Optimization exercise on an open flow, not production practice.
RTL: at most simulated, not proved equivalent.
Function not checked: runs 1, 2, 5 and 6.
Power: default activity.

===== flow/config.mk =====
export PLATFORM = sky130hd
export DESIGN_NAME = kmsig_transport
export DESIGN_NICKNAME = kmsig_transport
export VERILOG_FILES = /design/flow/design.v
export SDC_FILE = /design/flow/constraint.sdc
export NUM_CORES = 4
export LEC_CHECK = 0
export ABC_CLOCK_PERIOD_IN_PS = 3000
export CAP_MARGIN = 20
export CORE_MARGIN = 2
export CORE_UTILIZATION = 40
export CTS_CLUSTER_DIAMETER = 80
export CTS_CLUSTER_SIZE = 25
export PLACE_DENSITY = 0.6
export SETUP_SLACK_MARGIN = 2.8
export SLEW_MARGIN = 20

===== flow/constraint.sdc =====
create_clock -name core_clock -period 6.0 [get_ports {clk}]
set_input_delay 1.2000 -clock core_clock [delete_from_list [all_inputs] [get_ports {clk}]]
set_output_delay 1.2000 -clock core_clock [all_outputs]
set_load 0.01 [all_outputs]

===== flow/design.v =====
module kmsig_transport (
    input              clk,
    input              rst,
    input              ev_valid,
    output             ev_ready,
    input      [2:0]   ev_type,
    input      [7:0]   ev_data,
    output reg         ans_valid,
    output reg [1:0]   ans_code,
    output     [7:0]   ans_byte,
    input              init,
    input      [6:0]   init_addr,
    input              dis,
    input              ui_we,
    input      [1:0]   ui_wave,
    input      [63:0]  ui_freq,
    input      [1:0]   chg_clr,
    output             idle,
    output     [1:0]   wave,
    output     [63:0]  freq,
    output     [135:0] str0,
    output     [135:0] str1,
    output     [1:0]   chg
);
    localparam EV_ADDRW  = 3'd0;
    localparam EV_ADDRR  = 3'd1;
    localparam EV_RXBYTE = 3'd2;
    localparam EV_TXBYTE = 3'd3;
    localparam EV_TERM   = 3'd4;
    localparam EV_BUSERR = 3'd5;
    localparam ANS_NONE = 2'd0;
    localparam ANS_ACK  = 2'd1;
    localparam ANS_NACK = 2'd2;
    localparam ANS_OUT  = 2'd3;
    localparam BS_IDLE = 2'd0;
    localparam BS_RX   = 2'd1;
    localparam BS_TX   = 2'd2;
    localparam [33:0] FMAX  = 34'd12500000000;
    localparam [27:0] RMAX  = 28'd134408602;       
    reg        armed;
    reg [6:0]  slave_addr;
    reg [1:0]  bus_state;
    reg [7:0]  rxbuf [0:7];
    reg [3:0]  rxlen;
    reg        wr1;           
    reg        wr2;           
    reg [7:0]  txbuf [0:3];
    reg        tx4;           
    reg [2:0]  txidx;         
    reg        tx_ff;         
    reg [30:0] resp;          
    reg        resp_valid;    
    reg        pend1;         
    reg        busy;          
    reg [2:0]  div_cnt;
    reg        div_cy;        
    reg [9:0]  div_x;         
    reg        div_c;         
    reg [6:0]  div_rem;
    reg [3:0]  div_a;         
    reg [6:0]  div_b;         
    reg [27:0] fr;            
    reg [3:0]  m_cnt;         
    reg [6:0]  m_carry;
    reg [1:0]  wave_r;
    reg [63:0] freq_r;
    reg [6:0]  s0 [0:14];     
    reg [6:0]  s1 [0:14];
    reg [1:0]  chg_r;
    wire in_rx   = (bus_state == BS_RX);
    wire in_tx   = (bus_state == BS_TX);
    wire rx_has_words = wr1 || wr2;
    assign ev_ready = !(busy && rx_has_words);
    wire accept  = ev_valid && ev_ready;
    wire is_addr = (ev_type == EV_ADDRW) || (ev_type == EV_ADDRR);
    wire ends_rx = (ev_type == EV_TERM) || is_addr;
    wire deliver = accept && ends_rx && rx_has_words;
    wire addr_match = armed && (ev_data[6:0] == slave_addr);
    wire [31:0] word0 = {rxbuf[0], rxbuf[1], rxbuf[2], rxbuf[3]};
    wire        exec  = deliver || pend1;
    wire [31:0] w     = word0;
    wire [2:0]  tag   = w[31:29];
    wire        x_wave = exec && (tag == 3'd0);
    wire        x_freq = exec && (tag == 3'd1);
    wire        x_qry  = exec && (tag == 3'd5);
    wire        x_str  = exec && (tag == 3'd7) && (w[23:21] <= 3'd4);
    wire        sel    = w[25];
    wire [2:0]  slot   = w[23:21];
    function [1:0] enc_wave(input [1:0] idx);
        case (idx)
            2'd0:    enc_wave = 2'b10;    
            2'd1:    enc_wave = 2'b11;    
            2'd2:    enc_wave = 2'b01;    
            default: enc_wave = 2'b00;    
        endcase
    endfunction
    wire [27:0] fr_cmd = (w[28:0] > {1'b0, RMAX}) ? RMAX : w[27:0];
    wire        f_sat = (|freq_r[63:34]) || (freq_r[33:0] > FMAX);
    wire [9:0]  n_x = div_x;
    wire [4:0]  n_h = n_x[9:5];
    wire [4:0]  n_l = n_x[4:0];
    localparam [31:0] TQ0 = 32'h38e38e38;
    localparam [31:0] TQ1 = 32'hc0fc0fc0;
    localparam [31:0] TQ2 = 32'hfff000;
    localparam [31:0] TQ3 = 32'hff000000;
    localparam [31:0] TT0 = 32'h38e38e38;
    localparam [31:0] TT1 = 32'hf81f81f8;
    localparam [31:0] TT2 = 32'hc0e3f1c0;
    localparam [31:0] TT3 = 32'hff03fe00;
    localparam [31:0] TT4 = 32'hfffc0000;
    localparam [31:0] TT5 = 32'h92492492;
    localparam [31:0] TT6 = 32'h24924924;
    localparam [31:0] TA0 = 32'hc71c71c7;
    localparam [31:0] TA1 = 32'h3f03f03f;
    localparam [31:0] TA2 = 32'h381c7e38;
    localparam [31:0] TA3 = 32'h3fe07fc0;
    localparam [31:0] TA4 = 32'h3fff8000;
    localparam [31:0] TA5 = 32'hadb6db6d;
    localparam [31:0] TA6 = 32'hf6db6db6;
    wire [3:0]  n_q   = {TQ3[n_h], TQ2[n_h], TQ1[n_h], TQ0[n_h]};        
    wire [6:0]  n_t   = {TT6[n_h], TT5[n_h], TT4[n_h], TT3[n_h], TT2[n_h], TT1[n_h], TT0[n_h]};        
    wire [6:0]  n_t35 = {TA6[n_h], TA5[n_h], TA4[n_h], TA3[n_h], TA2[n_h], TA1[n_h], TA0[n_h]};        
    wire [6:0]  n_s   = n_t + {2'd0, n_l};
    wire [7:0]  n_s35 = {1'b0, n_t35} + {3'd0, n_l};
    wire        n_c   = n_s35[7];               
    wire [3:0]  n_a   = n_q + {3'd0, n_c};      
    wire [6:0]  n_b   = n_c ? n_s35[6:0] : n_s;  
    wire        d_last = (div_cnt == 3'd3);
    wire        d_fix  = (div_cnt == 3'd4);
    wire [7:0]  d_s0 = {1'b0, div_rem} + {1'b0, div_b};
    wire        d_c  = d_s0 >= 8'd93;
    wire [6:0]  d_rem = d_s0[6:0] + (d_c ? 7'd35 : 7'd0);      
    wire        d_c1 = d_s0 >= 8'd47;
    wire        d_c2 = d_s0 >= 8'd140;
    localparam [127:0] RT0 = 128'h000000000aaaaaaaaaaaaaaaaaaaaaaa;
    localparam [127:0] RT1 = 128'h00000000066666666666666666666666;
    localparam [127:0] RT2 = 128'h0000000014b4b4b4b4b4b4b4b4b4b4b4;
    localparam [127:0] RT3 = 128'h000000000d926d926d926d926d926d92;
    localparam [127:0] RT4 = 128'h0000000016db4924b6db4924b6db4924;
    localparam [127:0] RT5 = 128'h0000000018e38e38c71c71c738e38e38;
    localparam [127:0] RT6 = 128'h000000001f03f03f07e07e07c0fc0fc0;
    localparam [127:0] RT7 = 128'h000000001ffc003ff8007ff800fff000;
    localparam [127:0] RT8 = 128'h000000001fffffc000007fffff000000;
    localparam [127:0] RT9 = 128'h000000001fffffffffff800000000000;
    wire [9:0]  d_r11 = {RT9[div_rem], RT8[div_rem], RT7[div_rem], RT6[div_rem], RT5[div_rem], RT4[div_rem], RT3[div_rem], RT2[div_rem], RT1[div_rem], RT0[div_rem]};
    wire [9:0]  d_p   = d_r11 + {6'd0, div_a};
    wire [9:0]  fr_lo = fr[9:0] + {9'd0, div_c};
    wire [27:0] fr_fx = fr + {26'd0, div_cy, div_c & !div_cy};
    wire [3:0]  m_dig = freq_r[3:0];
    localparam [15:0] MT0 = 16'haaaa;
    localparam [15:0] MT1 = 16'hcccc;
    localparam [15:0] MT2 = 16'h5a5a;
    localparam [15:0] MT3 = 16'h39c6;
    localparam [15:0] MT4 = 16'hf83e;
    localparam [15:0] MT5 = 16'had54;
    localparam [15:0] MT6 = 16'h9b32;
    localparam [15:0] MT7 = 16'h2da4;
    localparam [15:0] MT8 = 16'hce38;
    localparam [15:0] MT9 = 16'h0fc0;
    localparam [15:0] MT10 = 16'hf000;
    wire [10:0] m_tab = {MT10[m_dig], MT9[m_dig], MT8[m_dig], MT7[m_dig], MT6[m_dig], MT5[m_dig], MT4[m_dig], MT3[m_dig], MT2[m_dig], MT1[m_dig], MT0[m_dig]};
    wire [10:0] m_sum = m_tab + {4'd0, m_carry};
    always @(posedge clk) begin
        if (rst) begin
            armed      <= 1'b0;
            bus_state  <= BS_IDLE;
            resp_valid <= 1'b0;
            ans_valid  <= 1'b0;
            pend1      <= 1'b0;
            wr1        <= 1'b0;
            wr2        <= 1'b0;
            busy       <= 1'b1;       
            div_cnt    <= 3'd0;
            m_cnt      <= 4'd0;
        end else begin
            ans_valid <= accept;
            pend1     <= deliver && wr2;
            if (accept) begin
                if (ev_type == EV_RXBYTE) begin
                    if (in_rx && !rxlen[3]) begin
                        wr1 <= (rxlen == 4'd3);
                        wr2 <= (rxlen == 4'd7);
                    end
                end else if (ends_rx || ev_type == EV_BUSERR) begin
                    wr1 <= 1'b0;
                    wr2 <= 1'b0;
                end
            end
            if (accept) begin
                case (ev_type)
                    EV_ADDRW, EV_ADDRR:
                        bus_state <= !addr_match ? BS_IDLE :
                                     (ev_type == EV_ADDRW) ? BS_RX : BS_TX;
                    EV_TERM, EV_BUSERR:
                        bus_state <= BS_IDLE;
                    default: ;
                endcase
            end
            if (dis)
                armed <= 1'b0;
            if (init) begin
                armed      <= 1'b1;
                bus_state  <= BS_IDLE;
                resp_valid <= 1'b0;
                wr1        <= 1'b0;
                wr2        <= 1'b0;
            end
            if (x_qry)
                resp_valid <= 1'b1;
            if (ui_we) begin
                busy    <= 1'b1;
                div_cnt <= 3'd0;
            end else if (busy) begin
                busy    <= !d_fix;
                div_cnt <= div_cnt + 3'd1;
            end
            if (x_freq)
                m_cnt <= 4'd9;
            else if (m_cnt != 4'd0)
                m_cnt <= m_cnt - 4'd1;
        end
    end
    always @(posedge clk) begin
        if (init)
            slave_addr <= init_addr;
        if (accept) begin
            ans_code <= ANS_NONE;
            case (ev_type)
                EV_ADDRW, EV_ADDRR:
                    ans_code <= addr_match ? ANS_ACK : ANS_NACK;
                EV_RXBYTE:
                    if (in_rx)
                        ans_code <= rxlen[3] ? ANS_NACK : ANS_ACK;
                EV_TXBYTE:
                    if (in_tx)
                        ans_code <= ANS_OUT;
                default: ;
            endcase
        end
        if (accept && ev_type == EV_ADDRW)
            rxlen <= 4'd0;
        if (accept && ev_type == EV_RXBYTE && in_rx && !rxlen[3]) begin
            rxbuf[rxlen[2:0]] <= ev_data;
            rxlen <= rxlen + 4'd1;
        end
        if (deliver && wr2) begin
            rxbuf[0] <= rxbuf[4];
            rxbuf[1] <= rxbuf[5];
            rxbuf[2] <= rxbuf[6];
            rxbuf[3] <= rxbuf[7];
        end
        if (accept && ev_type == EV_ADDRR && addr_match) begin
            txbuf[0] <= resp_valid ? resp[7:0] : 8'h00;
            txbuf[1] <= resp[15:8];
            txbuf[2] <= resp[23:16];
            txbuf[3] <= {1'b0, resp[30:24]};
            tx4      <= resp_valid;
            txidx    <= 3'd0;
        end
        if (accept && ev_type == EV_TXBYTE && in_tx) begin
            tx_ff <= !(txidx == 3'd0 || (tx4 && !txidx[2]));
            if (txidx == 3'd0 || (tx4 && !txidx[2]))
                txidx <= txidx + 3'd1;
        end
        if (x_qry)
            resp <= {enc_wave(wave_r), 1'b0, fr};
        if (rst)
            div_x <= 10'd0;
        else if (ui_we)
            div_x <= ui_freq[29:20];
        else if (busy)
            div_x <= (div_cnt == 3'd0) ? freq_r[19:10] : freq_r[9:0];
        if (busy) begin
            div_a   <= n_a;
            div_b   <= n_b;
            div_rem <= (div_cnt == 3'd0) ? {3'd0, freq_r[33:30]} : d_rem;
            div_c   <= d_last ? d_c1 : (d_c && (div_cnt != 3'd0));
            div_cy  <= d_c2;
            if (d_fix)
                fr  <= f_sat ? RMAX : fr_fx;
            else if (div_cnt != 3'd0)
                fr  <= {fr[17:10], fr_lo, d_p};
        end
        if (x_freq)
            fr <= fr_cmd;
        if (x_freq)
            m_carry <= 7'd0;
        else
            m_carry <= m_sum[10:4];
    end
    always @(posedge clk) begin
        if (rst) begin
            wave_r <= 2'd3;
            freq_r <= 64'd0;
            chg_r  <= 2'b00;
        end else begin
            if (x_wave)
                wave_r <= {w[5] | w[2], w[4] | w[1]};
            if (x_freq)
                freq_r <= {35'd0, w[28:0]};
            else if (m_cnt != 4'd0)
                freq_r[35:0] <= {m_sum[3:0], freq_r[35:4]};
            if (ui_we) begin
                wave_r <= ui_wave;
                freq_r <= ui_freq;
            end
            chg_r <= (chg_r | ({1'b0, x_str} << sel)) & ~chg_clr;
        end
    end
    genvar g;
    generate
        for (g = 0; g < 15; g = g + 1) begin : g_str
            localparam [2:0] SL = g / 3;
            localparam       FI = g % 3;
            wire [6:0] fld = (FI == 0) ? w[20:14] : (FI == 1) ? w[13:7] : w[6:0];
            wire hit  = x_str && (slot == SL);
            wire hitz = x_str && (FI == 0) && (g > 0) && (slot == SL - 3'd1);
            wire [6:0] dat = (hit && !rst) ? fld : 7'd0;
            always @(posedge clk) begin
                if (rst || ((hit || hitz) && !sel)) s0[g] <= dat;
                if (rst || ((hit || hitz) &&  sel)) s1[g] <= dat;
            end
            assign str0[8*g +: 8] = {1'b0, s0[g]};
            assign str1[8*g +: 8] = {1'b0, s1[g]};
        end
    endgenerate
    assign str0[135:120] = 16'd0;
    assign str1[135:120] = 16'd0;
    wire [1:0] tx_prev = txidx[1:0] - 2'd1;
    assign ans_byte = tx_ff ? 8'hFF : txbuf[tx_prev];
    assign idle = !pend1 && !busy && (m_cnt == 4'd0);
    assign wave = wave_r;
    assign freq = freq_r;
    assign chg  = chg_r;
endmodule

===== flow/flow/run.sh =====
#!/bin/bash
# The standard layout, with the ports buffered by the smallest buffer cell.
set -euo pipefail
bash standard.sh "BUFFER_PORTS_ARGS=-buffer_cell sky130_fd_sc_hd__buf_1" finish > standard_flow.log 2>&1

===== flow/standard.sh =====
#!/bin/bash
# synth_recipe.tcl (not shown) runs the flow's synth.tcl, then flattens the netlist and writes it again
# the make line also repeats each setting of config.mk as NAME=value (left out here)
make -C /OpenROAD-flow-scripts/flow DESIGN_CONFIG=/design/flow/config.mk WORK_HOME=/design/flow/orfs CLKGATE_MAP_FILE= SYNTH_SCRIPT=/design/flow/synth_recipe.tcl "${@:-finish}"

==> parameters.txt, run 1 <==
Parameter                              Value

Status
  Run status  no timing/DRC/antenna violations

Logic synthesis
  Netlist area before placement    23560 µm²
  Main flop type after synthesis    edfxtp_1
  Proportion of register bits with asynchronous set or reset after synthesis    0%
  Syn Area/Cell    11.29 µm²
  Flip-flop and latch count after synthesis    501
  Share of synthesized area occupied by flip-flops and latches    59.44%
  Synthesis warning total    4
  Syn Inst Count    2087
  Ranking of synthesized cells by area    edfxtp_1, dfxtp_1, ha_1, nand2_1, a21oi_1
  Count of flip-flops with a built-in enable after synthesis    397
  Most numerous cell in the Yosys netlist    edfxtp_1
  Share of the synthesized area in the top cell type    50.60%
  Count of distinct cell types in the synthesized netlist    83
  Synth area leader    edfxtp_1
  Top cell types by occurrence after synthesis    edfxtp_1, nand2_1, nor2_1

STA
  Finish-stage setup viols    0
  Measured slew at the worst slew-check pin    1.068 ns
  Final Hold Fails    0
  Post-route fraction of the period consumed by the critical path    58.40%
  Final critical-path setup slack    2.496 ns
  Post-layout minimum cycle time    3.504 ns
  Unrepaired setup endpoints after global routing    yes
  Fin Setup TNS    0 ns
  Worst slack on hold paths    0.4268 ns
  Maximum achievable frequency    0.2854 GHz
  Clock skew    0.02411 ns
  Rel. slew slack    28.40%
  Final count of pins violating max slew    0

Placement
  Number of buffer cells added on primary ports    382
  Cells after DPL    3129
  Worst-case setup slack after placement    1.896 ns
  Gp weighted congestion    0.8802
  Detailed placer's ending HPWL    51300 µm

Clock network
  Sink count of the clock tree    501
  Buffer type at the clock tree root    clkbuf_16
  Number of buffers inserted during clock tree synthesis    30
  Number of hold-repair buffers added at the cts stage    0
  CTS tree    done
  CTS H-tree lvls    1
  Buffer levels on the longest clock path    3
  Clock slew at the register clock pins of the worst setup and hold paths    0.10 ns
  Worst-Skew Late Latency    0.62 ns

Layout
  Layout area overhead    16.34%
  Final-layout fill cell count    5360
  # nets final    2618
  Finished Layout Cells    3237
  Fraction of final layout cells sized beyond drive strength 1    9.794%

Setup path
  Cell type of the slowest stage on the worst timing path    a222oi_1
  Ordered list of cells on the worst path    inv_6 -> ha_4 -> a222oi_1 -> nand2_1 -> a21o_1 -> buf_2
  Largest fanout on the critical path    4
  Setup crit end kind    output port
  Largest incremental delay on the critical path    0.49 ns
  Worst Path Arrival    2.30 ns
  Category of the most critical setup path    flip-flop to output port
  Element type at the critical path start    flip-flop
  CP required    4.80 ns

Floorplanning
  Row count    88
  Initial Utilization    40.68%
  Horizontal extent of the die    246.7 µm
  Number of primary I/O pins    445
  Vertical extent of the die    246.7 µm
  Core region area    57920 µm²
  Full die area    60850 µm²

Global routing
  Leftover overflow at the end of global routing    0
  Global-route wire length before repair    104500 µm
  Maximum number of pins on one net before global-route repair    98
  Antenna violations before repair    6
  Vias in the first global route    16612
  Global router's overall resource usage    22.74%

Power and ir drop
  Sw Share    32.00%
  Combinational power share    24.9%
  Switch Pwr    0.002798 W
  Clock network power share    26.6%
  Leak    10.15 nW
  Cell-internal power    0.005945 W
  Ratio of total power to cell area    319.0 nW/µm²
  Worst voltage drop across the vdd grid    210.7 µV
  Sequential group share of total power    48.6%

Routing
  Average via count per standard cell    5.446
  Count of nets left with antenna violations after detail routing    0
  Total Routed Length    72370 µm
  Initial detailed-routing violation count    1588
  Residual DRC    0
  Routed vias    17628
  First-pass iteration count of the detailed router    5
  Wirelength per Cell    22.36 µm

Worst hold path
  Worst hold path class    flip-flop to flip-flop

Run
  Count of max-cap constraint violations    0
[cell usage in the layout (no fill, tap or decap), drive strengths merged, types with 36 or more instances in the layout]
cell type	n
buf	439
edfxtp	397
nand2	206
nor2	165
a21oi	137
o21ai	107
dfxtp	104
inv	101
and2	76
ha	70
conb	62
and3	55
nor3	51
xnor2	43
clkbuf	42
mux2i	38
xor2	36
[power by group through the flow]
stage	Sequential [W]	Clock [W]	Combinational, W
finish	0.00425	0.00232	0.00217
detailed placement	0.00438	0	0.00182
global route	0.00427	0.00249	0.00241
floorplan	0.00427	0	0.00142
CTS	0.00425	0.00237	0.00202
global placement	0.00437	0	0.00178
[flip-flops by register name (all words and copies together) (netlist names), 2 cells and up]
register,count
ans_code,2
bus_state,2
chg_r,2
div_a,4
div_b,7
div_cnt,3
div_rem,7
div_x,10
fr,28
freq_r,64
m_carry,7
m_cnt,4
resp,30
rxbuf,64
rxlen,4
s0,105
s1,105
slave_addr,7
txbuf,30
txidx,3
wave_r,2
[through the flow]
stage / util (%) / power [W] / cell area (µm²)
2_1_floorplan: - / 0.005686 / 23910
3_3_place_gp: 43.94 / 0.006151 / 25450
3_5_place_dp: 43.97 / 0.006201 / 25460
4_1_cts: 46.49 / 0.008635 / 26920
5_1_grt: 47.32 / 0.009169 / 27410
6_report: 47.32 / 0.008743 / 27410
[metal layers]
metal	routed length [µm]	global-route usage [%]
met1	29070	29.59
met2	34790	37.69
met3	5271	4.298
met4	3195	8.575
met5	40	0
[cell type report]
type	count	area [µm²]	share of cell area, %
Timing Repair Buffer	441	2044	7.459
Multi-Input combinational cell	1380	8966	32.71
Timing Repair inverter	1	7.507	0.02739
Antenna cell	1	2.502	0.009130
Clock inverter	14	203.9	0.7441
Clock buffer	40	830.8	3.031
Sequential cell	501	14030	51.19
Tap cell	765	957.2	3.492
Inverter	94	365.4	1.333
[worst max-delay path, delay by kind of cell (launching register included)]
kind	cells	cell delay [ns]
compound gates	2	0.73
flops	1	0.41
buf+inv	2	0.21
fa+ha+maj	1	0.18
simple gates	1	0.17
[repair_timing]
action                                  CTS  global route
cloned                                    2             2
buffers inserted                         26            22
endpoints found under the setup margin  198           336
gates resized for setup                  63            56
pin swaps                                34            29
[kinds of logic after synthesis]
logic type / Yosys count / share of synthesized area (%)
compound gates: 430 / 11.56
xor+xnor: 79 / 2.937
fa+ha+maj: 77 / 4.312
buf+inv: 270 / 5.470
flops: 501 / 59.44
mux: 46 / 2.140
other cells: 1 / 0.01592
simple gates: 683 / 14.13
[path summary, 6_finish.rpt]
path,from,slack [ns],cells after the start,endpoint
worst min register to register,resp[22],0.43,0,txbuf[2][6]
worst min-delay path,resp[22],0.43,0,txbuf[2][6]
worst max register to register,div_rem[0],2.73,15,div_rem[6]
worst max-delay path,txidx[0],2.50,6,ans_byte[5]
==> inputs of run 2 (changes only) <==
--- a/flow/config.mk
+++ b/flow/config.mk
@@ -5,7 +5,7 @@
 export SDC_FILE = /design/flow/constraint.sdc
 export NUM_CORES = 4
 export LEC_CHECK = 0
-export ABC_CLOCK_PERIOD_IN_PS = 3000
+export ABC_AREA = 1
 export CAP_MARGIN = 20
 export CORE_MARGIN = 2
 export CORE_UTILIZATION = 40
==> parameters.txt, run 2 <==
Parameter                              Value

Power and ir drop
  Switch Pwr    0.003345 W (+20%)
  Combinational power share    30.7% (+5.8 points)
  Sw Share    35.34% (+3.3 points)
  Cell-internal power    0.006121 W (+3.0%)
  Worst voltage drop across the vdd grid    289.0 µV (+37%)
  Clock network power share    22.7% (-3.9 points)
  Leak    10.54 nW (+3.8%)
  Ratio of total power to cell area    348.3 nW/µm² (+9.2%)
  Sequential group share of total power    46.6% (-2.0 points)

Logic synthesis
  Syn Inst Count    2371 (+14%)
  Top cell types by occurrence after synthesis    nand2_1, edfxtp_1, nor2_1
  Syn Area/Cell    9.913 µm² (-12%)
  Flip-flop and latch count after synthesis    501 (unchanged)
  Synthesis warning total    4 (unchanged)
  Main flop type after synthesis    edfxtp_1
  Share of the synthesized area in the top cell type    50.72% (+0.12 points)
  Netlist area before placement    23500 µm² (-0.23%)
  Ranking of synthesized cells by area    edfxtp_1, dfxtp_1, nand2_1, nor2_1, inv_1
  Synth area leader    edfxtp_1
  Share of synthesized area occupied by flip-flops and latches    59.58% (+0.14 points)
  Count of distinct cell types in the synthesized netlist    60 (-28%)
  Most numerous cell in the Yosys netlist    nand2_1
  Count of flip-flops with a built-in enable after synthesis    397 (unchanged)
  Proportion of register bits with asynchronous set or reset after synthesis    0% (unchanged)

Global routing
  Maximum number of pins on one net before global-route repair    68 (-31%)
  Leftover overflow at the end of global routing    0 (unchanged)
  GR Layer Usage met3    3.617% (-0.68 points)
  Antenna violations before repair    1 (-5)
  Met1 capacity usage during global routing    30.71% (+1.1 points)
  Global-route wire length before repair    106500 µm (+1.9%)
  Routing layer with the top usage in global route    met2
  GRT met2 Usage    38.22% (+0.53 points)
  Global router's overall resource usage    22.93% (+0.19 points)
  Vias in the first global route    17564 (+5.7%)

Setup path
  Worst flop-to-flop path startpoint    div_rem[0]
  CP required    6.36 ns (+1.56 ns)
  Element type at the critical path start    flip-flop
  Category of the most critical setup path    flip-flop to flip-flop
  Origin of the worst setup path    div_rem[0]
  Setup crit end kind    flip-flop
  Largest fanout on the critical path    3 (-1)
  Worst Path Arrival    3.79 ns (+1.49 ns)

Clock network
  CTS tree    done
  Buffer levels on the longest clock path    3 (unchanged)
  CTS H-tree lvls    1 (unchanged)
  Sink count of the clock tree    501 (unchanged)
  Worst-Skew Late Latency    0.61 ns (about the same)
  Buffer type at the clock tree root    clkbuf_16
  Number of buffers inserted during clock tree synthesis    27 (-10%)
  Clock slew at the register clock pins of the worst setup and hold paths    0.09 ns (about the same)

Layout
  Layout area overhead    15.62%
  # nets final    2924 (+12%)
  Finished Layout Cells    3541 (+9.4%)
  Highest-count cells in the layout ignoring fill and taps    nand2_1, edfxtp_1, buf_1
  Leading cell type in the layout, fill and taps excluded    nand2_1
  Top Registers    s0: 105 flops, s1: 105 flops
  Fraction of final layout cells sized beyond drive strength 1    9.874% (+0.080 points)
  Final-layout fill cell count    5576 (+4.0%)
  Multi-input gate area    8398 µm² (-6.3%)
  Area taken by flip-flops and latches    14030 µm² (unchanged)

Routing
  First-pass iteration count of the detailed router    5 (unchanged)
  Total Routed Length    72800 µm (+0.61%)
  Wirelength per Cell    20.56 µm (-8.0%)
  Routed vias    18678 (+6.0%)
  Average via count per standard cell    5.275 (-3.1%)
  Initial detailed-routing violation count    1688 (+6.3%)
  Residual DRC    0 (unchanged)
  Count of nets left with antenna violations after detail routing    0 (unchanged)

STA
  Clock skew    0.02221 ns (-0.001894 ns)
  Maximum achievable frequency    0.2915 GHz (+2.2%)
  Final count of pins violating max slew    0 (unchanged)
  Fin Setup TNS    0 ns (unchanged)
  Post-route fraction of the period consumed by the critical path    57.17% (-1.2 points)
  Post-layout minimum cycle time    3.430 ns (-0.07385 ns)
  Measured slew at the worst slew-check pin    1.045 ns (-0.02265 ns)
  Rel. slew slack    30.13% (+1.7 points)
  Finish-stage setup viols    0 (unchanged)
  Final Hold Fails    0 (unchanged)
  Unrepaired setup endpoints after global routing    yes

Placement
  Detailed placer's ending HPWL    54280 µm (+5.8%)
  Gp weighted congestion    0.9012 (+2.4%)
  Number of buffer cells added on primary ports    382 (unchanged)
  Cells after DPL    3447 (+10%)

Floorplanning
  Core region area    57920 µm² (unchanged)
  Number of primary I/O pins    445 (unchanged)
  Row count    88 (unchanged)
  Horizontal extent of the die    246.4 µm (-0.11%)
  Full die area    60720 µm² (-0.23%)
  Vertical extent of the die    246.4 µm (-0.11%)
  Initial Utilization    40.58% (-0.095 points)

Run
  Count of max-cap constraint violations    0 (unchanged)

Status
  Run status  no timing/DRC/antenna violations

Worst hold path
  Hold Startpoint    resp[11]
  Worst hold path class    flip-flop to flip-flop
==> run 2: final timing paths <==
check / endpoint / slack, ns / cells past startpoint
worst min-delay path: txbuf[1][3] / 0.43 / 0
worst max register to register: div_rem[6] / 2.57 / 19
worst max-delay path: div_rem[6] / 2.57 / 19
worst min register to register: txbuf[1][3] / 0.43 / 0
==> run 2: per-stage QoR <==
| step | power (W) | setup slack, ns | utilization, % | hold WS, ns | area [µm²] |
|---|---|---|---|---|---|
| after detailed placement | 0.006821 | 1.366 | 43.86 | 0.4045 | 25400 |
| after CTS | 0.009158 | 2.609 | 45.97 | 0.4261 | 26630 |
| after floorplan | 0.006108 | 2.495 | - | 0.4003 | 23760 |
| after global routing | 0.009996 | 2.371 | 46.92 | 0.4365 | 27170 |
| final | 0.009466 | 2.570 | 46.92 | 0.4264 | 27170 |
| after global placement | 0.006759 | 1.481 | 43.82 | 0.4058 | 25380 |
==> run 2: kinds of logic after synthesis <==
logic type	count (synthesis)	share of synthesized area (%)
simple gates	925	16.67
flops	501	59.58
compound gates	424	10.02
buf+inv	404	7.937
fa+ha+maj	77	4.323
xor+xnor	39	1.453
other cells	1	0.01595
==> run 2: cell type report <==
type | instances | share of cell area (%)
multi-input combinational | 1527 | 30.90
clock inverter | 14 | 0.5663
timing repair buffer | 443 | 7.031
antenna | 1 | 0.009209
inverter | 255 | 3.591
sequential | 501 | 51.63
clock buffer | 35 | 2.749
tap | 765 | 3.522
==> run 2: power groups by stage <==
stage	sequential, W	combinational, W	clock, W
global route	0.00444	0.00324	0.00231
floorplan	0.00438	0.00172	0
CTS	0.00440	0.00257	0.00219
finish	0.00441	0.00290	0.00215
detailed placement	0.00451	0.00232	0
global placement	0.00450	0.00226	0
==> run 2: what timing repair did <==
| action | CTS | global route |
|---|---|---|
| hold buffers | 0 | 0 |
| pin swaps | 24 | 42 |
| endpoints found under the setup margin | 70 | 82 |
| resized for setup | 47 | 100 |
| buffers inserted | 24 | 20 |
==> run 2: layer usage <==
layer	part of all wire [%]	wire length, µm
met5	0	0
met2	49	35640
met1	41	29880
met4	3.2	2335
met3	6.8	4944
==> run 2: worst max-delay path, stage by stage (launching register included) <==
cell and delay [ns]:
edfxtp_1 0.49, ha_4 0.21, fa_2 0.36, buf_4 0.17, xor2_4 0.20, inv_1 0.11, nor2_2 0.11, o21ai_0 0.10
o21ai_1 0.16, a21oi_2 0.09, inv_2 0.12, ha_4 0.16, inv_2 0.04, fa_2 0.36, inv_2 0.07, nand2_2 0.06
nor2_1 0.13, a21oi_2 0.07, o21ai_1 0.12, a21oi_1 0.06
==> inputs of run 3 (changes only) <==
--- a/flow/design.v
+++ b/flow/design.v
@@ -48,6 +48,7 @@
     reg        tx4;           
     reg [2:0]  txidx;         
     reg        tx_ff;         
+    reg [1:0]  tx_last;       
     reg [30:0] resp;          
     reg        resp_valid;    
     reg        pend1;         
@@ -259,6 +260,7 @@
         end
         if (accept && ev_type == EV_TXBYTE && in_tx) begin
             tx_ff <= !(txidx == 3'd0 || (tx4 && !txidx[2]));
+            tx_last <= txidx[1:0];
             if (txidx == 3'd0 || (tx4 && !txidx[2]))
                 txidx <= txidx + 3'd1;
         end
@@ -326,8 +328,7 @@
     endgenerate
     assign str0[135:120] = 16'd0;
     assign str1[135:120] = 16'd0;
-    wire [1:0] tx_prev = txidx[1:0] - 2'd1;
-    assign ans_byte = tx_ff ? 8'hFF : txbuf[tx_prev];
+    assign ans_byte = tx_ff ? 8'hFF : txbuf[tx_last];
     assign idle = !pend1 && !busy && (m_cnt == 4'd0);
     assign wave = wave_r;
     assign freq = freq_r;
--- a/flow/config.mk
+++ b/flow/config.mk
@@ -5,7 +5,7 @@
 export SDC_FILE = /design/flow/constraint.sdc
 export NUM_CORES = 4
 export LEC_CHECK = 0
-export ABC_AREA = 1
+export ABC_CLOCK_PERIOD_IN_PS = 3000
 export CAP_MARGIN = 20
 export CORE_MARGIN = 2
 export CORE_UTILIZATION = 40
==> parameters.txt, run 3 <==
Parameter                              Value

Status
  Run status  no timing/DRC/antenna violations

Logic synthesis
  Count of flip-flops with a built-in enable after synthesis    399 (+0.50%)
  Most numerous cell in the Yosys netlist    edfxtp_1
  Proportion of register bits with asynchronous set or reset after synthesis    0% (unchanged)
  Post-Synth Simple-Gate Area    15.08% (-1.6 points)
  Share of synthesized area occupied by flip-flops and latches    59.27% (-0.31 points)
  Ranking of synthesized cells by area    edfxtp_1, dfxtp_1, ha_1, a21oi_1, and2_1
  Share of the synthesized area in the top cell type    50.50% (-0.22 points)
  Synth Area in Compound Gates    10.37% (+0.35 points)
  Count of distinct cell types in the synthesized netlist    81 (+35%)
  Xor/xnor cell area share of the yosys netlist    3.101% (+1.6 points)
  Dominant combinational cell family by area after synthesis    simple AND/OR/NAND/NOR gates
  Main flop type after synthesis    edfxtp_1
  Syn Area/Cell    11.41 µm² (+15%)
  Adder and majority cell fraction of the synthesized area    4.113% (-0.21 points)
  Top cell types by occurrence after synthesis    edfxtp_1, nand2_1, nor2_1
  Share of synthesized area spent on multiplexers    2.500% (+2.5 points)
  Netlist area before placement    23730 µm² (+0.95%)
  Synthesis warning total    4 (unchanged)
  Synth area leader    edfxtp_1
  Syn Inst Count    2080 (-12%)
  Flip-flop and latch count after synthesis    503 (+0.40%)

Global routing
  Vias in the first global route    16337 (-7.0%)
  Antenna violations before repair    6 (+5)
  Leftover overflow at the end of global routing    0 (unchanged)
  Maximum number of pins on one net before global-route repair    93 (+37%)
  Global router's overall resource usage    22.01% (-0.92 points)
  Global-route wire length before repair    102400 µm (-3.8%)

Worst hold path
  Worst Hold End    txbuf[1][0]
  Worst hold path class    flip-flop to flip-flop
  Hold Startpoint    resp[8]
  Depth of the worst hold-timing path    0 (unchanged)

STA
  Unrepaired setup endpoints after global routing    yes
  Final Hold Fails    0 (unchanged)
  Fin Setup TNS    0 ns (unchanged)
  Final count of pins violating max slew    0 (unchanged)
  Final critical-path setup slack    2.709 ns (+0.1396 ns)
  Maximum achievable frequency    0.3039 GHz (+4.2%)
  Clock skew    0.04254 ns (+0.02033 ns)
  Finish-stage setup viols    0 (unchanged)
  Rel. slew slack    27.93% (-2.2 points)
  Measured slew at the worst slew-check pin    1.081 ns (+0.03558 ns)
  Worst slack on hold paths    0.4274 ns (+0.0009350 ns)
  Post-layout minimum cycle time    3.291 ns (-0.1396 ns)
  Post-route fraction of the period consumed by the critical path    54.84% (-2.3 points)

Run
  Count of max-cap constraint violations    0 (unchanged)

Clock network
  CTS H-tree lvls    1 (unchanged)
  Sink count of the clock tree    503 (+0.40%)
  Buffer levels on the longest clock path    3 (unchanged)
  CTS tree    done
  Number of buffers inserted during clock tree synthesis    30 (+11%)
  Number of hold-repair buffers added at the cts stage    0 (unchanged)
  Buffer type at the clock tree root    clkbuf_16
  Worst-Skew Late Latency    0.62 ns (about the same)
  Clock slew at the register clock pins of the worst setup and hold paths    0.10 ns (about the same)

Layout
  Top Registers    s0: 105 flops, s1: 105 flops
  Leading cell type in the layout, fill and taps excluded    edfxtp_1
  Fraction of final layout cells sized beyond drive strength 1    9.793% (-0.081 points)
  Layout area overhead    15.71% (about the same)
  # nets final    2602 (-11%)
  Highest-count cells in the layout ignoring fill and taps    edfxtp_1, buf_1, nand2_1

Routing
  Count of nets left with antenna violations after detail routing    0 (unchanged)
  Average via count per standard cell    5.421 (+2.8%)
  First-pass iteration count of the detailed router    6 (+1)
  Initial detailed-routing violation count    1585 (-6.1%)
  Routed vias    17543 (-6.1%)
  Residual DRC    0 (unchanged)
  Total Routed Length    70480 µm (-3.2%)
  Wirelength per Cell    21.78 µm (+5.9%)

Floorplanning
  Row count    89 (+1.1%)
  Horizontal extent of the die    247.6 µm (+0.46%)
  Initial Utilization    40.35% (-0.23 points)
  Core region area    58800 µm² (+1.5%)
  Full die area    61280 µm² (+0.93%)
  Number of primary I/O pins    445 (unchanged)
  Vertical extent of the die    247.6 µm (+0.46%)

Placement
  Worst-case setup slack after placement    1.650 ns (+0.2832 ns)
  Gp weighted congestion    0.9004 (about the same)
  Number of buffer cells added on primary ports    382 (unchanged)
  Detailed placer's ending HPWL    50570 µm (-6.8%)

Power and ir drop
  Ratio of total power to cell area    337.2 nW/µm² (-3.2%)
  Worst voltage drop across the vdd grid    237.6 µV (-18%)
  Leak    10.28 nW (-2.5%)

Setup path
  Element type at the critical path start    flip-flop
  CP required    4.80 ns (-1.56 ns)
  Reg-to-reg setup timing slack    2.74 ns (+0.17 ns)
  Worst Path Arrival    2.09 ns (-1.70 ns)
  Setup crit end kind    output port
  Category of the most critical setup path    flip-flop to output port
  FF-to-FF End    div_rem[6]
  Largest fanout on the critical path    10 (+7)
  Number of cells on the worst reg-to-reg path    13 (-6)
  Worst flop-to-flop path startpoint    div_rem[1]
==> run 3: changes by cell type in the layout (fill, tap and decap cells not counted), sizes merged, moves of 39 or more <==
| cell | change |
|---|---|
| inv | -148 |
| and2 | +102 |
| nor3 | +51 |
| nand2 | -308 |
| nor2 | -103 |
| nand3 | -79 |
| o21ai | -96 |
| xnor2 | +39 |
==> run 3: where the power goes <==
part,internal (W),switching (W),leakage [nW]
clock,0.00109,0.00127,0.523
combinational,0.00110,0.00144,4.96
sequential,0.00404,0.000329,4.79
total,0.00623,0.00303,10.3
==> run 3: how the worst max path moves through the flow <==
stage,start,end,slack [ns]
3_3_place_gp,ev_type[1],s1[7][3],1.77
4_1_cts,tx_last[0],ans_byte[0],2.67
3_5_place_dp,ev_type[2],s1[7][2],1.65
5_1_grt,div_rem[1],div_rem[6],2.61
6_report,tx_last[0],ans_byte[0],2.71
2_1_floorplan,ev_type[2],s1[7][0],2.53
==> run 3: layer usage <==
layer  GRT usage [%]  up-vias  share of wire (%)
met1           30.17     8585                 42
met4           4.826        0                2.4
li1                -     8098                  -
met2           37.07      756                 48
met3           3.147      104                7.5
met5               0        -                  0
==> run 3: repair_timing <==
| item | 4_1_cts | 5_1_grt |
|---|---|---|
| gates resized for setup | 43 | 43 |
| buffers inserted | 15 | 29 |
| setup endpoints to repair | 182 | 273 |
| pin swaps | 6 | 19 |
==> run 3: through the flow <==
| stage | instances | power [W] | util, % | instance area, µm² |
|---|---|---|---|---|
| floorplan | 2141 | 0.006021 | - | 24060 |
| global placement | 3134 | 0.006579 | 43.68 | 25680 |
| detailed placement | 3134 | 0.006632 | 43.68 | 25680 |
| CTS | 3205 | 0.009075 | 45.91 | 27000 |
| global route | 3234 | 0.009717 | 46.68 | 27450 |
| finish | 3236 | 0.009257 | 46.69 | 27450 |
==> run 3: cells by family after synthesis <==
family / Yosys count
mux: 47
compound gates: 388
xor+xnor: 84
simple gates: 704
other cells: 1
flops: 503
fa+ha+maj: 74
buf+inv: 279
==> run 3: cell type report <==
class	count	area (µm²)
Fill cell	5434	31340
Sequential cell	503	14080
Multi-Input combinational cell	1359	8967
Timing Repair Buffer	443	1981
Tap cell	773	967.2
Clock buffer	41	834.6
Inverter	100	382.9
Clock inverter	15	232.7
Antenna cell	2	5.005
==> run 3: critical path, cell delays in order, from the launching register on <==
cell	delay (ns)
edfxtp_1	0.39
buf_12	0.15
mux4_2	0.49
or2_2	0.31
buf_2	0.16
Testbench counts of run 3, summed over its fixed seeds: cycles 13,673.
==> inputs of run 4 (changes only) <==
--- a/flow/config.mk
+++ b/flow/config.mk
@@ -5,7 +5,7 @@
 export SDC_FILE = /design/flow/constraint.sdc
 export NUM_CORES = 4
 export LEC_CHECK = 0
-export ABC_CLOCK_PERIOD_IN_PS = 3000
+export ABC_AREA = 1
 export CAP_MARGIN = 20
 export CORE_MARGIN = 2
 export CORE_UTILIZATION = 40
==> parameters.txt, run 4 <==
Parameter                              Value

Routing
  Routed vias    18476 (+5.3%)
  Residual DRC    0 (unchanged)
  Initial detailed-routing violation count    1458 (-8.0%)
  Wirelength per Cell    20.50 µm (-5.9%)
  Total Routed Length    72050 µm (+2.2%)
  Count of nets left with antenna violations after detail routing    0 (unchanged)
  Average via count per standard cell    5.258 (-3.0%)
  First-pass iteration count of the detailed router    5 (-1)

Layout
  Area taken by flip-flops and latches    14080 µm² (about the same)
  Final-layout fill cell count    5480 (+0.85%)
  # nets final    2888 (+11%)
  Top Registers    s0: 105 flops, s1: 105 flops
  Leading cell type in the layout, fill and taps excluded    nand2_1
  Multi-input gate area    8119 µm² (-9.5%)
  Layout area overhead    15.49%
  Fraction of final layout cells sized beyond drive strength 1    8.188% (-1.6 points)
  Highest-count cells in the layout ignoring fill and taps    nand2_1, edfxtp_1, buf_1

Setup path
  Number of cells on the worst reg-to-reg path    16 (+3)
  Termination of the worst setup path    div_rem[5]
  Setup crit end kind    flip-flop
  Worst flop-to-flop path startpoint    div_rem[0]
  Largest fanout on the critical path    3 (-7)
  Origin of the worst setup path    div_rem[0]
  Element type at the critical path start    flip-flop
  Reg-to-reg setup timing slack    2.72 ns (-0.02 ns)
  Category of the most critical setup path    flip-flop to flip-flop
  FF-to-FF End    div_rem[5]
  CP required    6.47 ns (+1.67 ns)
  Worst Path Arrival    3.75 ns (+1.66 ns)

Clock network
  Number of hold-repair buffers added at the cts stage    0 (unchanged)
  CTS tree    done
  CTS H-tree lvls    1 (unchanged)
  Number of buffers inserted during clock tree synthesis    31 (+3.3%)
  Sink count of the clock tree    503 (unchanged)
  Buffer type at the clock tree root    clkbuf_16
  Buffer levels on the longest clock path    3 (unchanged)
  Worst-Skew Late Latency    0.63 ns (about the same)
  Clock slew at the register clock pins of the worst setup and hold paths    0.10 ns (about the same)

Power and ir drop
  Switch Pwr    0.003458 W (+14%)
  Sw Share    35.93% (+3.2 points)
  Clock network power share    24.4% (-1.1 points)
  Worst voltage drop across the vdd grid    244.0 µV (+2.7%)
  Leak    10.51 nW (+2.2%)
  Sequential group share of total power    46.0% (-1.2 points)
  Combinational power share    29.6% (+2.3 points)
  Cell-internal power    0.006165 W (-0.97%)
  Ratio of total power to cell area    355.9 nW/µm² (+5.6%)

Logic synthesis
  Count of distinct cell types in the synthesized netlist    58 (-28%)
  Proportion of register bits with asynchronous set or reset after synthesis    0% (unchanged)
  Count of flip-flops with a built-in enable after synthesis    399 (unchanged)
  Synthesis warning total    4 (unchanged)
  Ranking of synthesized cells by area    edfxtp_1, dfxtp_1, nand2_1, nor2_1, inv_1
  Share of the synthesized area in the top cell type    51.18% (+0.68 points)
  Flip-flop and latch count after synthesis    503 (unchanged)
  Dominant combinational cell family by area after synthesis    simple AND/OR/NAND/NOR gates
  Syn Inst Count    2336 (+12%)
  Post-Synth Simple-Gate Area    16.47% (+1.4 points)
  Syn Area/Cell    10.02 µm² (-12%)
  Share of synthesized area spent on multiplexers    0.04276% (-2.5 points)
  Synth Area in Compound Gates    10.02% (-0.35 points)
  Adder and majority cell fraction of the synthesized area    4.126% (+0.013 points)
  Most numerous cell in the Yosys netlist    nand2_1
  Top cell types by occurrence after synthesis    nand2_1, edfxtp_1, nor2_1
  Xor/xnor cell area share of the yosys netlist    1.646% (-1.5 points)
  Share of synthesized area occupied by flip-flops and latches    60.07% (+0.80 points)
  Netlist area before placement    23410 µm² (-1.3%)
  Main flop type after synthesis    edfxtp_1
  Synth area leader    edfxtp_1

Floorplanning
  Initial Utilization    40.50% (+0.14 points)
  Core region area    57810 µm² (-1.7%)
  Full die area    60480 µm² (-1.3%)
  Horizontal extent of the die    245.9 µm (-0.66%)
  Number of primary I/O pins    445 (unchanged)
  Row count    88 (-1.1%)
  Vertical extent of the die    245.9 µm (-0.66%)

STA
  Worst slack on hold paths    0.4172 ns (-0.01019 ns)
  Post-route fraction of the period consumed by the critical path    54.73% (-0.12 points)
  Rel. slew slack    27.89% (-0.039 points)
  Unrepaired setup endpoints after global routing    yes
  Finish-stage setup viols    0 (unchanged)
  Post-layout minimum cycle time    3.284 ns (-0.006950 ns)
  Measured slew at the worst slew-check pin    1.070 ns (-0.01073 ns)
  Clock skew    0.03237 ns (-0.01017 ns)
  Final Hold Fails    0 (unchanged)
  Fin Setup TNS    0 ns (unchanged)
  Maximum achievable frequency    0.3045 GHz (+0.21%)
  Final count of pins violating max slew    0 (unchanged)

Global routing
  Leftover overflow at the end of global routing    0 (unchanged)
  Vias in the first global route    17568 (+7.5%)
  Antenna violations before repair    1 (-5)
  Global router's overall resource usage    22.68% (+0.68 points)
  Maximum number of pins on one net before global-route repair    80 (-14%)
  Global-route wire length before repair    104700 µm (+2.3%)

Run
  Count of max-cap constraint violations    0 (unchanged)

Worst hold path
  Hold Startpoint    resp[13]
  Worst hold path class    flip-flop to flip-flop

Placement
  Detailed placer's ending HPWL    53700 µm (+6.2%)
  Number of buffer cells added on primary ports    382 (unchanged)
  Gp weighted congestion    0.9419 (+4.6%)

Status
  Run status  no timing/DRC/antenna violations
[run 4: cell types whose count changed in the layout (fill, tap and decap cells not counted), moves of 48 or more]
cell / previous run / this run
nand2_1: 149 / 415
nor3_1: 96 / 44
nand3_1: 20 / 110
nor2_1: 147 / 238
o21ai_0: 82 / 132
o21ai_1: 5 / 53
inv_1: 95 / 222
and2_1: 101 / 0
[run 4: repair_timing]
item / in CTS / in global routing
setup endpoints to repair: 35 / 63
resized for setup: 31 / 62
setup buffers: 17 / 18
cloned: 0 / 1
pin swaps: 10 / 23
[run 4: worst max-delay path, cell delays in order, from the launching register on]
cell,delay [ns]
edfxtp_1,0.44
ha_4,0.19
fa_2,0.39
a21oi_2,0.17
o21ai_2,0.10
a21o_1,0.17
a21oi_2,0.19
xor2_2,0.21
o21ai_2,0.11
buf_6,0.15
ha_4,0.26
a21oi_2,0.06
nor3_1,0.22
inv_1,0.11
nor2_2,0.11
o21ai_1,0.07
a21oi_1,0.18
[run 4: area by class of cell]
| type | instances | area share (%) |
|---|---|---|
| Antenna cell | 1 | 0.009256 |
| Inverter | 243 | 3.443 |
| Timing Repair inverter | 1 | 0.01851 |
| Clock inverter | 19 | 0.9117 |
| Multi-Input combinational cell | 1504 | 30.03 |
| Tap cell | 765 | 3.540 |
| Sequential cell | 503 | 52.08 |
| Timing Repair Buffer | 439 | 6.988 |
| Clock buffer | 39 | 2.980 |
[run 4: cells by family after synthesis]
logic type / count (synthesis)
other cells: 1
buf+inv: 390
xor+xnor: 44
simple gates: 904
fa+ha+maj: 73
compound gates: 420
flops: 503
mux: 1
[run 4: power groups by stage]
stage	clock network, W	registers (W)	logic, W
after detailed placement	0	0.00451	0.00238
after floorplan	0	0.00440	0.00175
after CTS	0.00239	0.00441	0.00260
after global routing	0.00252	0.00445	0.00315
final	0.00235	0.00442	0.00285
after global placement	0	0.00450	0.00233
[run 4: metal layers]
| layer | vias to the layer above | wire length (µm) | GRT usage [%] |
|---|---|---|---|
| met3 | 154 | 4088 | 3.263 |
| li1 | 8674 | - | - |
| met2 | 708 | 35060 | 37.91 |
| met5 | - | 0 | 0 |
| met1 | 8940 | 30160 | 29.84 |
| met4 | 0 | 2750 | 8.645 |
[run 4: how the worst min path moves through the flow]
stage               slack [ns]          end  depth (start not counted)
CTS                       0.42  txbuf[1][5]                          0
floorplan                 0.40  txbuf[1][0]                          0
detailed placement        0.40  txbuf[1][7]                          0
finish                    0.42  txbuf[1][5]                          0
global placement          0.41  txbuf[1][1]                          0
global route              0.42  txbuf[1][5]                          0
[run 4: through the flow]
step | cells | utilization [%] | total power [W] | area (µm²) | setup WS [ns]
2_1_floorplan | 2397 | - | 0.006152 | 23670 | 2.556
3_3_place_gp | 3416 | 43.85 | 0.006837 | 25350 | 2.071
3_5_place_dp | 3417 | 43.91 | 0.006895 | 25380 | 2.217
4_1_cts | 3492 | 46.13 | 0.009393 | 26670 | 2.784
5_1_grt | 3514 | 46.77 | 0.01012 | 27040 | 2.559
6_report | 3514 | 46.77 | 0.009623 | 27040 | 2.716
==> inputs of run 5 (changes only) <==
--- a/flow/design.v
+++ b/flow/design.v
@@ -159,8 +159,11 @@
     localparam [15:0] MT8 = 16'hce38;
     localparam [15:0] MT9 = 16'h0fc0;
     localparam [15:0] MT10 = 16'hf000;
+    wire [3:0]  m_dig1 = freq_r[7:4];
+    wire [10:0] m_tab1 = {MT10[m_dig1], MT9[m_dig1], MT8[m_dig1], MT7[m_dig1], MT6[m_dig1], MT5[m_dig1], MT4[m_dig1], MT3[m_dig1], MT2[m_dig1], MT1[m_dig1], MT0[m_dig1]};
     wire [10:0] m_tab = {MT10[m_dig], MT9[m_dig], MT8[m_dig], MT7[m_dig], MT6[m_dig], MT5[m_dig], MT4[m_dig], MT3[m_dig], MT2[m_dig], MT1[m_dig], MT0[m_dig]};
     wire [10:0] m_sum = m_tab + {4'd0, m_carry};
+    wire [10:0] m_sum1 = m_tab1 + {4'd0, m_sum[10:4]};
     always @(posedge clk) begin
         if (rst) begin
             armed      <= 1'b0;
@@ -216,7 +219,7 @@
                 div_cnt <= div_cnt + 3'd1;
             end
             if (x_freq)
-                m_cnt <= 4'd9;
+                m_cnt <= 4'd5;
             else if (m_cnt != 4'd0)
                 m_cnt <= m_cnt - 4'd1;
         end
@@ -288,7 +291,7 @@
         if (x_freq)
             m_carry <= 7'd0;
         else
-            m_carry <= m_sum[10:4];
+            m_carry <= m_sum1[10:4];
     end
     always @(posedge clk) begin
         if (rst) begin
@@ -301,7 +304,7 @@
             if (x_freq)
                 freq_r <= {35'd0, w[28:0]};
             else if (m_cnt != 4'd0)
-                freq_r[35:0] <= {m_sum[3:0], freq_r[35:4]};
+                freq_r[39:0] <= {m_sum1[3:0], m_sum[3:0], freq_r[39:8]};
             if (ui_we) begin
                 wave_r <= ui_wave;
                 freq_r <= ui_freq;
==> parameters.txt, run 5 <==
Parameter                              Value

Setup path
  Element type at the critical path start    flip-flop
  Reg-to-reg setup timing slack    2.46 ns (-0.26 ns)
  CP required    6.49 ns (+0.02 ns)
  Cell type of the slowest stage on the worst timing path    dfxtp_4
  Category of the most critical setup path    flip-flop to flip-flop
  Most common cell type on the critical path    a21oi_2
  Worst Path Arrival    4.03 ns (+0.28 ns)
  Largest delay contributor family on the critical path    compound AO/OA/AOI/OAI gates
  Largest incremental delay on the critical path    0.40 ns (-0.04 ns)
  Ordered list of cells on the worst path    inv_6 -> ha_4 -> a21oi_2 -> xor2_1 -> ha_1 -> nand2_1 -> o21ai_2 -> a21oi_2 -> o21bai_1 -> xnor2_1 -> inv_1 -> ha_4 -> a21oi_2 -> nand2_2 -> nand2_4 -> nand2_2 -> a21oi_2 -> nor2_1 -> o21ai_1 -> nand2_1 -> xor2_1 -> nor2_1
  Setup crit end kind    flip-flop
  Largest fanout on the critical path    4 (+1)
  CP Buf/Inv Count    2 (unchanged)

Power and ir drop
  Ratio of total power to cell area    374.8 nW/µm² (+5.3%)
  Leak    11.03 nW (+5.0%)
  Worst voltage drop across the vdd grid    237.8 µV (-2.6%)

STA
  Post-route fraction of the period consumed by the critical path    59.00% (+4.3 points)
  Finish-stage setup viols    0 (unchanged)
  Maximum achievable frequency    0.2825 GHz (-7.2%)
  Unrepaired setup endpoints after global routing    yes
  Clock skew    0.02284 ns (-0.009531 ns)
  Fin Setup TNS    0 ns (unchanged)
  Final count of pins violating max slew    0 (unchanged)
  Measured slew at the worst slew-check pin    1.122 ns (+0.05180 ns)
  Post-layout minimum cycle time    3.540 ns (+0.2566 ns)
  Rel. slew slack    24.40% (-3.5 points)
  Final Hold Fails    0 (unchanged)

Layout
  Fraction of final layout cells sized beyond drive strength 1    9.638% (+1.5 points)
  Leading cell type in the layout, fill and taps excluded    nand2_1
  Layout area overhead    17.27%
  Final-layout fill cell count    5595 (+2.1%)
  Number of diodes    0 (-1)
  Highest-count cells in the layout ignoring fill and taps    nand2_1, edfxtp_1, buf_1
  # nets final    3030 (+4.9%)
  Area taken by flip-flops and latches    14090 µm² (about the same)
  Multi-input gate area    8891 µm² (+9.5%)
  Top Registers    s0: 105 flops, s1: 105 flops
  Total non-filler cell area in the finished layout    28030 µm² (+3.7%)

Clock network
  Buffer levels on the longest clock path    3 (unchanged)
  Buffer type at the clock tree root    clkbuf_16
  Number of buffers inserted during clock tree synthesis    29 (-6.5%)
  Number of hold-repair buffers added at the cts stage    0 (unchanged)
  Worst-Skew Late Latency    0.62 ns (about the same)
  CTS H-tree lvls    1 (unchanged)
  Sink count of the clock tree    503 (unchanged)
  Clock slew at the register clock pins of the worst setup and hold paths    0.09 ns (about the same)
  CTS tree    done

Global routing
  Vias in the first global route    18564 (+5.7%)
  Maximum number of pins on one net before global-route repair    79 (-1.3%)
  Leftover overflow at the end of global routing    0 (unchanged)
  Global-route wire length before repair    109300 µm (+4.4%)
  Antenna violations before repair    0 (-1)
  Global router's overall resource usage    22.50% (-0.19 points)

Logic synthesis
  Count of flip-flops with a built-in enable after synthesis    399 (unchanged)
  Synth area leader    edfxtp_1
  Count of distinct cell types in the synthesized netlist    53 (-8.6%)
  Main flop type after synthesis    edfxtp_1
  Syn Inst Count    2447 (+4.8%)
  Synthesis warning total    4 (unchanged)
  Top cell types by occurrence after synthesis    nand2_1, edfxtp_1, nor2_1
  Share of synthesized area occupied by flip-flops and latches    58.83% (-1.2 points)
  Syn Area/Cell    9.769 µm² (-2.5%)
  Netlist area before placement    23910 µm² (+2.1%)
  Ranking of synthesized cells by area    edfxtp_1, dfxtp_1, nand2_1, ha_1, nor2_1
  Share of the synthesized area in the top cell type    50.12% (-1.1 points)
  Most numerous cell in the Yosys netlist    nand2_1
  Proportion of register bits with asynchronous set or reset after synthesis    0% (unchanged)
  Flip-flop and latch count after synthesis    503 (unchanged)

Placement
  Number of buffer cells added on primary ports    382 (unchanged)
  Detailed placer's ending HPWL    54290 µm (+1.1%)
  Standard cell area after detailed placement    25960 µm² (+2.3%)
  Gp weighted congestion    0.9204 (-2.3%)

Floorplanning
  Full die area    61730 µm² (+2.1%)
  Vertical extent of the die    248.5 µm (+1.0%)
  Core region area    59020 µm² (+2.1%)
  Horizontal extent of the die    248.5 µm (+1.0%)
  Row count    89 (+1.1%)
  Initial Utilization    40.50% (about the same)
  Number of primary I/O pins    445 (unchanged)

Routing
  Average via count per standard cell    5.229 (-0.54%)
  Count of nets left with antenna violations after detail routing    0 (unchanged)
  Total Routed Length    72690 µm (+0.89%)
  First-pass iteration count of the detailed router    6 (+1)
  Residual DRC    0 (unchanged)
  Initial detailed-routing violation count    1958 (+34%)
  Wirelength per Cell    19.93 µm (-2.8%)
  Routed vias    19071 (+3.2%)

Status
  Run status  no timing/DRC/antenna violations

Worst hold path
  Worst hold path class    flip-flop to flip-flop

Run
  Count of max-cap constraint violations    0 (unchanged)
==> run 5: final cells by class <==
cell class,count,area share (%)
Sequential cell,503,50.26
Multi-Input combinational cell,1605,31.72
Timing Repair Buffer,464,7.476
Tap cell,773,3.450
Inverter,246,3.423
Clock buffer,41,2.861
Clock inverter,13,0.7677
Timing Repair inverter,2,0.04463
==> run 5: metrics by stage <==
step | hold WS, ns | worst slack (ns) | instances | total power, W | utilization [%]
floorplan | 0.4003 | 2.629 | 2508 | 0.006571 | -
detailed placement | 0.4045 | 2.045 | 3530 | 0.007385 | 43.99
global placement | 0.4087 | 2.086 | 3530 | 0.007323 | 43.98
finish | 0.4266 | 2.460 | 3647 | 0.01051 | 47.50
CTS | 0.4273 | 2.625 | 3612 | 0.009949 | 46.40
global route | 0.4504 | 2.267 | 3647 | 0.01111 | 47.50
==> run 5: cell families (layout without fill, tap and decap cells) <==
kind of cell / Yosys count / count (layout) / synth area share, %
AO/OA/AOI/OAI: 449 / 449 / 10.37
adder cells (fa/ha/maj): 87 / 87 / 4.805
multiplexers: 1 / 1 / 0.04187
other: 1 / 62 / 0.01569
flip-flops: 503 / 503 / 58.83
XOR/XNOR: 53 / 53 / 1.942
buffers and inverters: 400 / 766 / 7.495
AND/OR/NAND/NOR: 953 / 953 / 16.50
==> run 5: worst paths after layout <==
path | start | to | depth (start not counted)
worst max-delay path | freq_r[1] | m_carry[3] | 22
worst min-delay path | resp[15] | txbuf[1][7] | 0
worst max register to register | freq_r[1] | m_carry[3] | 22
worst min register to register | resp[15] | txbuf[1][7] | 0
==> run 5: repair_timing <==
action                     4_1_cts  5_1_grt
pin swaps                       36       44
setup buffers                   28       33
resized for setup               51       97
cloned                           0        2
setup endpoints to repair       91       94
==> run 5: where the power goes <==
| group | leakage (nW) | total, W | switching [W] | internal [W] |
|---|---|---|---|---|
| combinational | 5.73 | 0.00375 | 0.00220 | 0.00154 |
| sequential | 4.82 | 0.00446 | 0.000372 | 0.00409 |
| clock | 0.488 | 0.00230 | 0.00125 | 0.00104 |
| total | 11.0 | 0.0105 | 0.00383 | 0.00668 |
==> run 5: per-layer routing <==
| metal | up-vias | global-route usage (%) | share of wire [%] |
|---|---|---|---|
| li1 | 9056 | - | - |
| met3 | 170 | 2.366 | 5.7 |
| met2 | 757 | 38.14 | 49 |
| met5 | - | 0 | 0 |
| met4 | 0 | 10.33 | 4.9 |
| met1 | 9088 | 29.03 | 41 |
==> inputs of run 6 (changes only) <==
--- a/flow/design.v
+++ b/flow/design.v
@@ -7,7 +7,7 @@
     input      [7:0]   ev_data,
     output reg         ans_valid,
     output reg [1:0]   ans_code,
-    output     [7:0]   ans_byte,
+    output reg [7:0]   ans_byte,
     input              init,
     input      [6:0]   init_addr,
     input              dis,
@@ -47,8 +47,6 @@
     reg [7:0]  txbuf [0:3];
     reg        tx4;           
     reg [2:0]  txidx;         
-    reg        tx_ff;         
-    reg [1:0]  tx_last;       
     reg [30:0] resp;          
     reg        resp_valid;    
     reg        pend1;         
@@ -159,11 +157,8 @@
     localparam [15:0] MT8 = 16'hce38;
     localparam [15:0] MT9 = 16'h0fc0;
     localparam [15:0] MT10 = 16'hf000;
-    wire [3:0]  m_dig1 = freq_r[7:4];
-    wire [10:0] m_tab1 = {MT10[m_dig1], MT9[m_dig1], MT8[m_dig1], MT7[m_dig1], MT6[m_dig1], MT5[m_dig1], MT4[m_dig1], MT3[m_dig1], MT2[m_dig1], MT1[m_dig1], MT0[m_dig1]};
     wire [10:0] m_tab = {MT10[m_dig], MT9[m_dig], MT8[m_dig], MT7[m_dig], MT6[m_dig], MT5[m_dig], MT4[m_dig], MT3[m_dig], MT2[m_dig], MT1[m_dig], MT0[m_dig]};
     wire [10:0] m_sum = m_tab + {4'd0, m_carry};
-    wire [10:0] m_sum1 = m_tab1 + {4'd0, m_sum[10:4]};
     always @(posedge clk) begin
         if (rst) begin
             armed      <= 1'b0;
@@ -219,7 +214,7 @@
                 div_cnt <= div_cnt + 3'd1;
             end
             if (x_freq)
-                m_cnt <= 4'd5;
+                m_cnt <= 4'd9;
             else if (m_cnt != 4'd0)
                 m_cnt <= m_cnt - 4'd1;
         end
@@ -262,10 +257,12 @@
             txidx    <= 3'd0;
         end
         if (accept && ev_type == EV_TXBYTE && in_tx) begin
-            tx_ff <= !(txidx == 3'd0 || (tx4 && !txidx[2]));
-            tx_last <= txidx[1:0];
-            if (txidx == 3'd0 || (tx4 && !txidx[2]))
-                txidx <= txidx + 3'd1;
+            if (txidx == 3'd0 || (tx4 && !txidx[2])) begin
+                ans_byte <= txbuf[txidx[1:0]];
+                txidx    <= txidx + 3'd1;
+            end else begin
+                ans_byte <= 8'hFF;
+            end
         end
         if (x_qry)
             resp <= {enc_wave(wave_r), 1'b0, fr};
@@ -291,7 +288,7 @@
         if (x_freq)
             m_carry <= 7'd0;
         else
-            m_carry <= m_sum1[10:4];
+            m_carry <= m_sum[10:4];
     end
     always @(posedge clk) begin
         if (rst) begin
@@ -304,7 +301,7 @@
             if (x_freq)
                 freq_r <= {35'd0, w[28:0]};
             else if (m_cnt != 4'd0)
-                freq_r[39:0] <= {m_sum1[3:0], m_sum[3:0], freq_r[39:8]};
+                freq_r[35:0] <= {m_sum[3:0], freq_r[35:4]};
             if (ui_we) begin
                 wave_r <= ui_wave;
                 freq_r <= ui_freq;
@@ -331,7 +328,6 @@
     endgenerate
     assign str0[135:120] = 16'd0;
     assign str1[135:120] = 16'd0;
-    assign ans_byte = tx_ff ? 8'hFF : txbuf[tx_last];
     assign idle = !pend1 && !busy && (m_cnt == 4'd0);
     assign wave = wave_r;
     assign freq = freq_r;
--- a/flow/config.mk
+++ b/flow/config.mk
@@ -12,5 +12,5 @@
 export CTS_CLUSTER_DIAMETER = 80
 export CTS_CLUSTER_SIZE = 25
 export PLACE_DENSITY = 0.6
-export SETUP_SLACK_MARGIN = 2.8
+export SETUP_SLACK_MARGIN = 3.0
 export SLEW_MARGIN = 20
==> parameters.txt, run 6 <==
Parameter                              Value

Status
  Run status  no timing/DRC/antenna violations

Placement
  Number of buffer cells added on primary ports    382 (unchanged)
  Detailed placer's ending HPWL    53470 µm (-1.5%)
  Gp weighted congestion    0.9263 (+0.64%)
  Worst-case setup slack after placement    2.018 ns (-0.02707 ns)

Power and ir drop
  Leak    11.07 nW (+0.34%)
  Sequential group share of total power    45.2% (+2.7 points)
  Worst voltage drop across the vdd grid    196.6 µV (-17%)
  Combinational power share    28.6% (-7.1 points)

Routing
  First-pass iteration count of the detailed router    6 (unchanged)
  Initial detailed-routing violation count    1822 (-6.9%)
  Routed vias    18939 (-0.69%)

Clock network
  Worst-Skew Late Latency    0.58 ns (-0.04 ns)
  Buffer levels on the longest clock path    3 (unchanged)
  Sink count of the clock tree    508 (+0.99%)
  CTS H-tree lvls    2 (+1)

Layout
  Multi-input gate area    8638 µm² (-2.8%)
  Final-layout fill cell count    5557 (-0.68%)
  Total non-filler cell area in the finished layout    28100 µm² (+0.25%)
  Finished Layout Cells    3628 (-0.52%)
  Top Registers    s0: 105 flops, s1: 105 flops
  # nets final    2997 (-1.1%)

Global routing
  Maximum number of pins on one net before global-route repair    70 (-11%)
  Antenna violations before repair    0 (unchanged)
  Global router's overall resource usage    22.50% (about the same)

Setup path
  Largest fanout on the critical path    3 (-1)
  FF-to-FF End    div_rem[6]
  Number of cells on the worst reg-to-reg path    18 (-18%)
  Element type at the critical path start    flip-flop

Logic synthesis
  Share of synthesized area occupied by flip-flops and latches    59.58% (+0.75 points)
  Netlist area before placement    23860 µm² (-0.21%)
  Flip-flop and latch count after synthesis    508 (+0.99%)
  Synthesis warning total    4 (unchanged)
  Synth area leader    edfxtp_1
  Share of the synthesized area in the top cell type    50.85% (+0.73 points)
  Syn Inst Count    2422 (-1.0%)
  Most numerous cell in the Yosys netlist    nand2_1
  Main flop type after synthesis    edfxtp_1
  Top cell types by occurrence after synthesis    nand2_1, edfxtp_1, nor2_1
  Count of distinct cell types in the synthesized netlist    61 (+15%)

STA
  Rel. slew slack    36.92% (+13 points)
  Final count of pins violating max slew    0 (unchanged)
  Measured slew at the worst slew-check pin    0.9439 ns (-0.1782 ns)
  Clock skew    0.04134 ns (+0.01850 ns)
  Final Hold Fails    0 (unchanged)

Run
  Count of max-cap constraint violations    0 (unchanged)

Floorplanning
  Full die area    61610 µm² (-0.21%)
  Row count    89 (unchanged)
  Vertical extent of the die    248.2 µm (-0.10%)
-- run 6: cell count changes after synthesis, moves of 7 or more --
cell	previous run	this run
nand3_1	122	133
o21ai_0	191	174
buf_4	63	71
ha_1	79	69
clkbuf_1	65	50
nand2_1	468	513
nor3_1	43	24
a31oi_1	47	21
o221ai_1	8	0
nor2_1	261	252
o21ai_1	20	5
nor4_1	13	20
-- run 6: worst min path at each step --
stage / end / slack [ns] / cells past startpoint
after floorplan: txbuf[1][0] / 0.40 / 0
after global placement: txbuf[1][5] / 0.41 / 0
final: txbuf[2][3] / 0.41 / 0
after detailed placement: txbuf[1][0] / 0.40 / 0
after CTS: txbuf[1][3] / 0.41 / 0
after global routing: txbuf[1][1] / 0.43 / 0
-- run 6: area by class of cell --
class	count	share of cell area, %
multi-input combinational	1581	30.74
timing repair inverter	3	0.06233
antenna	1	0.008905
clock inverter	18	0.9528
sequential	508	50.65
inverter	246	3.508
tap	773	3.442
timing repair buffer	455	7.409
clock buffer	43	3.224
-- run 6: cell families after synthesis --
| logic type | share of synthesized area [%] |
|---|---|
| flops | 59.58 |
| buf+inv | 7.726 |
| other cells | 0.01572 |
| compound gates | 9.032 |
| mux | 0.1259 |
| simple gates | 17.66 |
| fa+ha+maj | 4.206 |
| xor+xnor | 1.652 |
-- run 6: stage by stage --
step | util (%) | power (W)
finish | 47.62 | 0.009723
global placement | 43.70 | 0.006576
global route | 47.61 | 0.01022
CTS | 46.40 | 0.009443
floorplan | - | 0.005990
detailed placement | 43.72 | 0.006629
-- run 6: power groups by stage --
stage	Clock [W]	Sequential [W]	Combinational (W)
6_report	0.00254	0.00439	0.00279
5_1_grt	0.00272	0.00441	0.00308
4_1_cts	0.00259	0.00438	0.00247
3_5_place_dp	0	0.00449	0.00214
3_3_place_gp	0	0.00449	0.00209
2_1_floorplan	0	0.00438	0.00161
-- run 6: metal layers --
layer / wire, µm / part of all wire, % / track usage (%) / vias to the layer above
met2: 35910 / 49 / 37.48 / 691
met4: 3058 / 4.1 / 8.859 / 0
met3: 4095 / 5.5 / 3.340 / 156
li1: - / - / - / 8916
met1: 30770 / 42 / 29.60 / 9176
met5: 0 / 0 / 0 / -
-- run 6: critical path, stage by stage (launching register included) --
cell and delay [ns]:
edfxtp_1 0.45, ha_4 0.20, fa_2 0.40, nand3_2 0.10, nand3_4 0.10, a21o_1 0.18, a21oi_2 0.18, xnor2_2 0.15
o21ai_2 0.08, nand2_2 0.10, buf_6 0.12, inv_2 0.03, fa_2 0.36, inv_2 0.08, nand2_4 0.06, nor2_4 0.12
a21oi_2 0.07, or2_4 0.23, a21oi_2 0.12
-- run 6: repair_timing --
| item | CTS | global route |
|---|---|---|
| pin swaps | 24 | 60 |
| setup buffers | 24 | 30 |
| setup endpoints to repair | 116 | 242 |
| resized for setup | 61 | 116 |
| gates cloned | 1 | 6 |
